This design comes from an exercise in tuning for small area, a short achievable clock period and few clock cycles on the open sky130 flow, not from production work. RTL that was checked went through simulation tests only; none was proved equivalent to the original. No activity file was given, so power comes from the tool's default toggle rates.

== nickel ==
==> flow/design.v (excerpt) <==
module kmsig_transport (
    input              clk,
    input              rst,
    input              ev_valid,
    output             ev_ready,
    input      [2:0]   ev_type,
    input      [7:0]   ev_data,
    output reg         ans_valid,
    output reg [1:0]   ans_code,
    output     [7:0]   ans_byte,
    input              init,
    input      [6:0]   init_addr,
    input              dis,
    input              ui_we,
    input      [1:0]   ui_wave,
    input      [63:0]  ui_freq,
    input      [1:0]   chg_clr,
    output             idle,
    output     [1:0]   wave,
    output     [63:0]  freq,
    output     [135:0] str0,
    output     [135:0] str1,
    output     [1:0]   chg
);
Size in the first run: ~2100 cells after synthesis, roughly 510 flip-flops, ~25000 sq um of cells after synthesis.
==> flow/config.mk <==
export PLATFORM = sky130hd
export DESIGN_NAME = kmsig_transport
export DESIGN_NICKNAME = kmsig_transport
export VERILOG_FILES = /design/flow/design.v
export SDC_FILE = /design/flow/constraint.sdc
export NUM_CORES = 4
export LEC_CHECK = 0
export ABC_CLOCK_PERIOD_IN_PS = 3000
export CAP_MARGIN = 20
export CORE_MARGIN = 2
export CORE_UTILIZATION = 40
export CTS_CLUSTER_DIAMETER = 80
export CTS_CLUSTER_SIZE = 25
export PLACE_DENSITY = 0.6
export SETUP_SLACK_MARGIN = 2.5
export SLEW_MARGIN = 20
==> flow/constraint.sdc <==
create_clock -name core_clock -period 6.0 [get_ports {clk}]
set_input_delay 1.2000 -clock core_clock [delete_from_list [all_inputs] [get_ports {clk}]]
set_output_delay 1.2000 -clock core_clock [all_outputs]
set_load 0.01 [all_outputs]
standard.sh (not shown) runs the stock make flow with config.mk's settings and CLKGATE_MAP_FILE= SYNTH_SCRIPT=/design/flow/synth_recipe.tcl, a recipe that flattens the netlist after the stock synthesis.
==> flow/flow/run.sh <==
#!/bin/bash
# The standard layout, with the ports buffered by the smallest buffer cell.
set -euo pipefail
bash standard.sh "BUFFER_PORTS_ARGS=-buffer_cell sky130_fd_sc_hd__buf_1" finish > standard_flow.log 2>&1
Testbench counts of nickel, summed over its fixed seeds: cycles 13,673.
Input changes introduced in zinc (baseline for comparison: nickel):
-- flow/design.v --
<<< nickel, line 43
    reg [7:0]  rxbuf [0:7];
    reg [3:0]  rxlen;
    reg        wr1;           
    reg        wr2;           
    reg [7:0]  txbuf [0:3];
    reg        tx4;           
>>> zinc, line 43
    reg [7:0]  rxbuf [0:7];
    reg [3:0]  rxlen;
    reg [7:0]  txbuf [0:3];
    reg        tx4;           
<<< nickel, line 55
    reg [2:0]  div_cnt;
    reg        div_cy;        
    reg [9:0]  div_x;         
    reg        div_c;         
    reg [6:0]  div_rem;
>>> zinc, line 53
    reg [2:0]  div_cnt;
    reg        div_cy;        
    reg [2:0]  div_sel;       
    reg        div_c;         
    reg [6:0]  div_rem;
<<< nickel, line 71
    wire in_rx   = (bus_state == BS_RX);
    wire in_tx   = (bus_state == BS_TX);
    wire rx_has_words = wr1 || wr2;
    assign ev_ready = !(busy && rx_has_words);
    wire accept  = ev_valid && ev_ready;
>>> zinc, line 69
    wire in_rx   = (bus_state == BS_RX);
    wire in_tx   = (bus_state == BS_TX);
    wire [1:0] rx_words = (rxlen[1:0] == 2'd0) ? rxlen[3:2] : 2'd0;
    wire rx_has_words = in_rx && (rx_words != 2'd0);
    assign ev_ready = !(busy && rx_has_words);
    wire accept  = ev_valid && ev_ready;
<<< nickel, line 79
    wire addr_match = armed && (ev_data[6:0] == slave_addr);
    wire [31:0] word0 = {rxbuf[0], rxbuf[1], rxbuf[2], rxbuf[3]};
    wire        exec  = deliver || pend1;
    wire [31:0] w     = word0;
    wire [2:0]  tag   = w[31:29];
    wire        x_wave = exec && (tag == 3'd0);
>>> zinc, line 78
    wire addr_match = armed && (ev_data[6:0] == slave_addr);
    wire [31:0] word0 = {rxbuf[0], rxbuf[1], rxbuf[2], rxbuf[3]};
    wire [31:0] word1 = {rxbuf[4], rxbuf[5], rxbuf[6], rxbuf[7]};
    wire        exec  = deliver || pend1;
    wire [31:0] w     = pend1 ? word1 : word0;
    wire [2:0]  tag   = w[31:29];
    wire        x_wave = exec && (tag == 3'd0);
<<< nickel, line 98
    wire [27:0] fr_cmd = (w[28:0] > {1'b0, RMAX}) ? RMAX : w[27:0];
    wire        f_sat = (|freq_r[63:34]) || (freq_r[33:0] > FMAX);
    wire [9:0]  n_x = div_x;
    wire [4:0]  n_h = n_x[9:5];
    wire [4:0]  n_l = n_x[4:0];
>>> zinc, line 98
    wire [27:0] fr_cmd = (w[28:0] > {1'b0, RMAX}) ? RMAX : w[27:0];
    wire        f_sat = (|freq_r[63:34]) || (freq_r[33:0] > FMAX);
    wire [9:0]  n_x = ({10{div_sel[2]}} & freq_r[29:20]) |
                      ({10{div_sel[1]}} & freq_r[19:10]) |
                      ({10{div_sel[0]}} & freq_r[9:0]);     
    wire [4:0]  n_h = n_x[9:5];
    wire [4:0]  n_l = n_x[4:0];
<<< nickel, line 180
            ans_valid  <= 1'b0;
            pend1      <= 1'b0;
            wr1        <= 1'b0;
            wr2        <= 1'b0;
            busy       <= 1'b1;       
            div_cnt    <= 3'd0;
>>> zinc, line 182
            ans_valid  <= 1'b0;
            pend1      <= 1'b0;
            busy       <= 1'b1;       
            div_cnt    <= 3'd0;
<<< nickel, line 187
        end else begin
            ans_valid <= accept;
            pend1     <= deliver && wr2;
            if (accept) begin
                if (ev_type == EV_RXBYTE) begin
                    if (in_rx && !rxlen[3]) begin
                        wr1 <= (rxlen == 4'd3);
                        wr2 <= (rxlen == 4'd7);
                    end
                end else if (ends_rx || ev_type == EV_BUSERR) begin
                    wr1 <= 1'b0;
                    wr2 <= 1'b0;
                end
            end
            if (accept) begin
                case (ev_type)
>>> zinc, line 187
        end else begin
            ans_valid <= accept;
            pend1     <= deliver && (rx_words == 2'd2);
            if (accept) begin
                case (ev_type)
<<< nickel, line 215
                bus_state  <= BS_IDLE;
                resp_valid <= 1'b0;
                wr1        <= 1'b0;
                wr2        <= 1'b0;
            end
            if (x_qry)
>>> zinc, line 204
                bus_state  <= BS_IDLE;
                resp_valid <= 1'b0;
            end
            if (x_qry)
<<< nickel, line 256
            rxlen <= rxlen + 4'd1;
        end
        if (deliver && wr2) begin
            rxbuf[0] <= rxbuf[4];
            rxbuf[1] <= rxbuf[5];
            rxbuf[2] <= rxbuf[6];
            rxbuf[3] <= rxbuf[7];
        end
        if (accept && ev_type == EV_ADDRR && addr_match) begin
            txbuf[0] <= resp_valid ? resp[7:0] : 8'h00;
>>> zinc, line 243
            rxlen <= rxlen + 4'd1;
        end
        if (accept && ev_type == EV_ADDRR && addr_match) begin
            txbuf[0] <= resp_valid ? resp[7:0] : 8'h00;
<<< nickel, line 277
        if (x_qry)
            resp <= {enc_wave(wave_r), 1'b0, fr};
        if (rst)
            div_x <= 10'd0;
        else if (ui_we)
            div_x <= ui_freq[29:20];
        else if (busy)
            div_x <= (div_cnt == 3'd0) ? freq_r[19:10] : freq_r[9:0];
        if (busy) begin
            div_a   <= n_a;
>>> zinc, line 258
        if (x_qry)
            resp <= {enc_wave(wave_r), 1'b0, fr};
        if (rst || ui_we)
            div_sel <= 3'b100;
        else if (busy)
            div_sel <= {1'b0, div_sel[2:1]};
        if (busy) begin
            div_a   <= n_a;
[summary]
Between zinc and nickel, non-clock buffer count is lower for nickel, zinc comes in above that.
Side by side, global-route usage turned out higher in zinc than in nickel.
Final period demand of the worst path on zinc is behind nickel.
Sort zinc and nickel by via count, descending, and zinc comes first.
On peak clock frequency supported by timing: zinc sits below nickel.
In the reports for zinc and nickel, the larger sequential share of layout area belongs to nickel.
Delta (zinc minus nickel): power share of the clock group down 5.7 points; power after layout up 17%.
zinc: period utilization 3.9 points above nickel
[compare] base=nickel new=zinc: worst hold-check slack +0.0072 ns; setup TNS after final layout ~0 delta; met2 track utilization from global routing +1.1 points.
No functional check of the RTL was part of zinc.

the baseline:
Another version of the RTL of kmsig_transport (not shown whole).
Size in the first run: ~2300 cells after synthesis, ~500 flip-flops, about 23000 sq um of cells after synthesis.
Design kmsig_transport, start of the top module:
module kmsig_transport (
    input              clk,
    input              rst,
    input              ev_valid,
    output             ev_ready,
    input      [2:0]   ev_type,
    input      [7:0]   ev_data,
    output reg         ans_valid,
    output reg [1:0]   ans_code,
    output     [7:0]   ans_byte,
    input              init,
    input      [6:0]   init_addr,
    input              dis,
    input              ui_we,
    input      [1:0]   ui_wave,
    input      [63:0]  ui_freq,
    input      [1:0]   chg_clr,
    output             idle,
    output     [1:0]   wave,
    output     [63:0]  freq,
    output     [135:0] str0,
    output     [135:0] str1,
    output     [1:0]   chg
);
    localparam EV_ADDRW  = 3'd0;
    localparam EV_ADDRR  = 3'd1;
    localparam EV_RXBYTE = 3'd2;
    localparam EV_TXBYTE = 3'd3;
    localparam EV_TERM   = 3'd4;
    localparam EV_BUSERR = 3'd5;
    localparam ANS_NONE = 2'd0;
    localparam ANS_ACK  = 2'd1;
    localparam ANS_NACK = 2'd2;
    localparam ANS_OUT  = 2'd3;
    localparam BS_IDLE = 2'd0;
    localparam BS_RX   = 2'd1;
    localparam BS_TX   = 2'd2;
    localparam [33:0] FMAX  = 34'd12500000000;
    localparam [27:0] RMAX  = 28'd134408602;       
    reg        armed;
    reg [6:0]  slave_addr;
    reg [1:0]  bus_state;
    reg [7:0]  rxbuf [0:7];
    reg [3:0]  rxlen;
  ...
export LEC_CHECK = 0
export ABC_AREA = 1
export CAP_MARGIN = 20
export CORE_MARGIN = 2
export CORE_UTILIZATION = 40
export CTS_CLUSTER_DIAMETER = 80
export CTS_CLUSTER_SIZE = 25
export PLACE_DENSITY = 0.6
export SETUP_SLACK_MARGIN = 2.8
export SLEW_MARGIN = 20
create_clock -name core_clock -period 6.0 [get_ports {clk}]
Scripts as last shown in full above: flow/flow/run.sh
Testbench counts of the baseline, summed over its fixed seeds: cycles 13,673.
> inputs changed (the baseline -> the candidate)
--- a/flow/design.v
+++ b/flow/design.v
@@ -1,22 +1,22 @@
 module kmsig_transport (
     input              clk,
     input              rst,
     input              ev_valid,
     output             ev_ready,
     input      [2:0]   ev_type,
     input      [7:0]   ev_data,
     output reg         ans_valid,
     output reg [1:0]   ans_code,
-    output     [7:0]   ans_byte,
+    output reg [7:0]   ans_byte,
     input              init,
     input      [6:0]   init_addr,
     input              dis,
     input              ui_we,
     input      [1:0]   ui_wave,
     input      [63:0]  ui_freq,
     input      [1:0]   chg_clr,
     output             idle,
     output     [1:0]   wave,
     output     [63:0]  freq,
     output     [135:0] str0,
     output     [135:0] str1,
@@ -38,26 +38,24 @@
     localparam [33:0] FMAX  = 34'd12500000000;
     localparam [27:0] RMAX  = 28'd134408602;       
     reg        armed;
     reg [6:0]  slave_addr;
     reg [1:0]  bus_state;
     reg [7:0]  rxbuf [0:7];
     reg [3:0]  rxlen;
     reg        wr1;           
     reg        wr2;           
     reg [7:0]  txbuf [0:3];
     reg        tx4;           
     reg [2:0]  txidx;         
-    reg        tx_ff;         
-    reg [1:0]  tx_last;       
     reg [30:0] resp;          
     reg        resp_valid;    
     reg        pend1;         
     reg        busy;          
     reg [2:0]  div_cnt;
     reg        div_cy;        
     reg [9:0]  div_x;         
     reg        div_c;         
     reg [6:0]  div_rem;
     reg [3:0]  div_a;         
     reg [6:0]  div_b;         
     reg [27:0] fr;            
@@ -120,26 +118,27 @@
     localparam [31:0] TA6 = 32'hf6db6db6;
     wire [3:0]  n_q   = {TQ3[n_h], TQ2[n_h], TQ1[n_h], TQ0[n_h]};        
     wire [6:0]  n_t   = {TT6[n_h], TT5[n_h], TT4[n_h], TT3[n_h], TT2[n_h], TT1[n_h], TT0[n_h]};        
     wire [6:0]  n_t35 = {TA6[n_h], TA5[n_h], TA4[n_h], TA3[n_h], TA2[n_h], TA1[n_h], TA0[n_h]};        
     wire [6:0]  n_s   = n_t + {2'd0, n_l};
     wire [7:0]  n_s35 = {1'b0, n_t35} + {3'd0, n_l};
     wire        n_c   = n_s35[7];               
     wire [3:0]  n_a   = n_q + {3'd0, n_c};      
     wire [6:0]  n_b   = n_c ? n_s35[6:0] : n_s;  
     wire        d_last = (div_cnt == 3'd3);
     wire        d_fix  = (div_cnt == 3'd4);
     wire [7:0]  d_s0 = {1'b0, div_rem} + {1'b0, div_b};
-    wire        d_c  = d_s0 >= 8'd93;
-    wire [6:0]  d_rem = d_s0[6:0] + (d_c ? 7'd35 : 7'd0);      
+    wire [7:0]  d_s1 = {1'b0, div_rem} + {1'b0, div_b} + 8'd35;
+    wire        d_c  = d_s1[7];                            
+    wire [6:0]  d_rem = d_c ? d_s1[6:0] : d_s0[6:0];
     wire        d_c1 = d_s0 >= 8'd47;
     wire        d_c2 = d_s0 >= 8'd140;
     localparam [127:0] RT0 = 128'h000000000aaaaaaaaaaaaaaaaaaaaaaa;
     localparam [127:0] RT1 = 128'h00000000066666666666666666666666;
     localparam [127:0] RT2 = 128'h0000000014b4b4b4b4b4b4b4b4b4b4b4;
     localparam [127:0] RT3 = 128'h000000000d926d926d926d926d926d92;
     localparam [127:0] RT4 = 128'h0000000016db4924b6db4924b6db4924;
     localparam [127:0] RT5 = 128'h0000000018e38e38c71c71c738e38e38;
     localparam [127:0] RT6 = 128'h000000001f03f03f07e07e07c0fc0fc0;
     localparam [127:0] RT7 = 128'h000000001ffc003ff8007ff800fff000;
     localparam [127:0] RT8 = 128'h000000001fffffc000007fffff000000;
     localparam [127:0] RT9 = 128'h000000001fffffffffff800000000000;
@@ -250,28 +249,30 @@
             rxbuf[2] <= rxbuf[6];
             rxbuf[3] <= rxbuf[7];
         end
         if (accept && ev_type == EV_ADDRR && addr_match) begin
             txbuf[0] <= resp_valid ? resp[7:0] : 8'h00;
             txbuf[1] <= resp[15:8];
             txbuf[2] <= resp[23:16];
             txbuf[3] <= {1'b0, resp[30:24]};
             tx4      <= resp_valid;
             txidx    <= 3'd0;
         end
         if (accept && ev_type == EV_TXBYTE && in_tx) begin
-            tx_ff <= !(txidx == 3'd0 || (tx4 && !txidx[2]));
-            tx_last <= txidx[1:0];
-            if (txidx == 3'd0 || (tx4 && !txidx[2]))
-                txidx <= txidx + 3'd1;
+            if (txidx == 3'd0 || (tx4 && !txidx[2])) begin
+                ans_byte <= txbuf[txidx[1:0]];
+                txidx    <= txidx + 3'd1;
+            end else begin
+                ans_byte <= 8'hFF;
+            end
         end
         if (x_qry)
             resp <= {enc_wave(wave_r), 1'b0, fr};
         if (rst)
             div_x <= 10'd0;
         else if (ui_we)
             div_x <= ui_freq[29:20];
         else if (busy)
             div_x <= (div_cnt == 3'd0) ? freq_r[19:10] : freq_r[9:0];
         if (busy) begin
             div_a   <= n_a;
             div_b   <= n_b;
@@ -319,18 +320,17 @@
             wire hitz = x_str && (FI == 0) && (g > 0) && (slot == SL - 3'd1);
             wire [6:0] dat = (hit && !rst) ? fld : 7'd0;
             always @(posedge clk) begin
                 if (rst || ((hit || hitz) && !sel)) s0[g] <= dat;
                 if (rst || ((hit || hitz) &&  sel)) s1[g] <= dat;
             end
             assign str0[8*g +: 8] = {1'b0, s0[g]};
             assign str1[8*g +: 8] = {1'b0, s1[g]};
         end
     endgenerate
     assign str0[135:120] = 16'd0;
     assign str1[135:120] = 16'd0;
-    assign ans_byte = tx_ff ? 8'hFF : txbuf[tx_last];
     assign idle = !pend1 && !busy && (m_cnt == 4'd0);
     assign wave = wave_r;
     assign freq = freq_r;
     assign chg  = chg_r;
 endmodule
[summary]
Diff the candidate and the baseline: number of buffers inserted to repair setup after CTS lower in the candidate
The candidate ends up with lower global-route wire length before repair than the baseline does.
Between the baseline and the candidate, the cell count went up.
In the candidate, the endpoint arrival time on the critical path came out 400 ps below the value in the baseline.
sky130_fd_sc_hd__clkinvlp_4 as the cell with the largest stage delay on the worst path was reported by the candidate, and sky130_fd_sc_hd__edfxtp_1 by the baseline.
Comparing the candidate and the baseline, the higher count of buffers not belonging to the clock network in the layout is on the baseline.
Testbench counts of the candidate, summed over its fixed seeds: cycles 13,673.

==> re-timing with driven ports <==
How much do the figures lean on ideal ports? The routed layouts below were timed once more, with nothing changed but the port constraints.
Step 1 sets driving cells, clkbuf_16 on the clock port and buf_2 on the other inputs (assumed; they add their load-dependent delay and slew).
Step 2 also shifts input and output timing later by t, the mid clock arrival at the registers, as if the neighbouring blocks saw the same clock.
a / b / c = no drivers / after step 1 / after step 2; a / b = the first two.
run	t (ns)	slack for setup (ns)	clock arrival spread, ns	worst data-port slew with drivers (ns)
nickel	0.623	2.609 / 2.638 / 2.022	0.052 / 0.052	0.10
zinc	0.658	2.376 / 2.376 / 2.108	0.048 / 0.048	0.12
the baseline	0.679	2.716 / 2.716 / 2.277	0.033 / 0.033	0.09
the candidate	0.681	2.903 / 2.869 / 2.261	0.033 / 0.033	0.13
After both steps every run listed still meets setup and hold. The setup slack of the candidate, which loses most, moves by -0.034 ns with the drivers and by -0.642 ns with both steps.
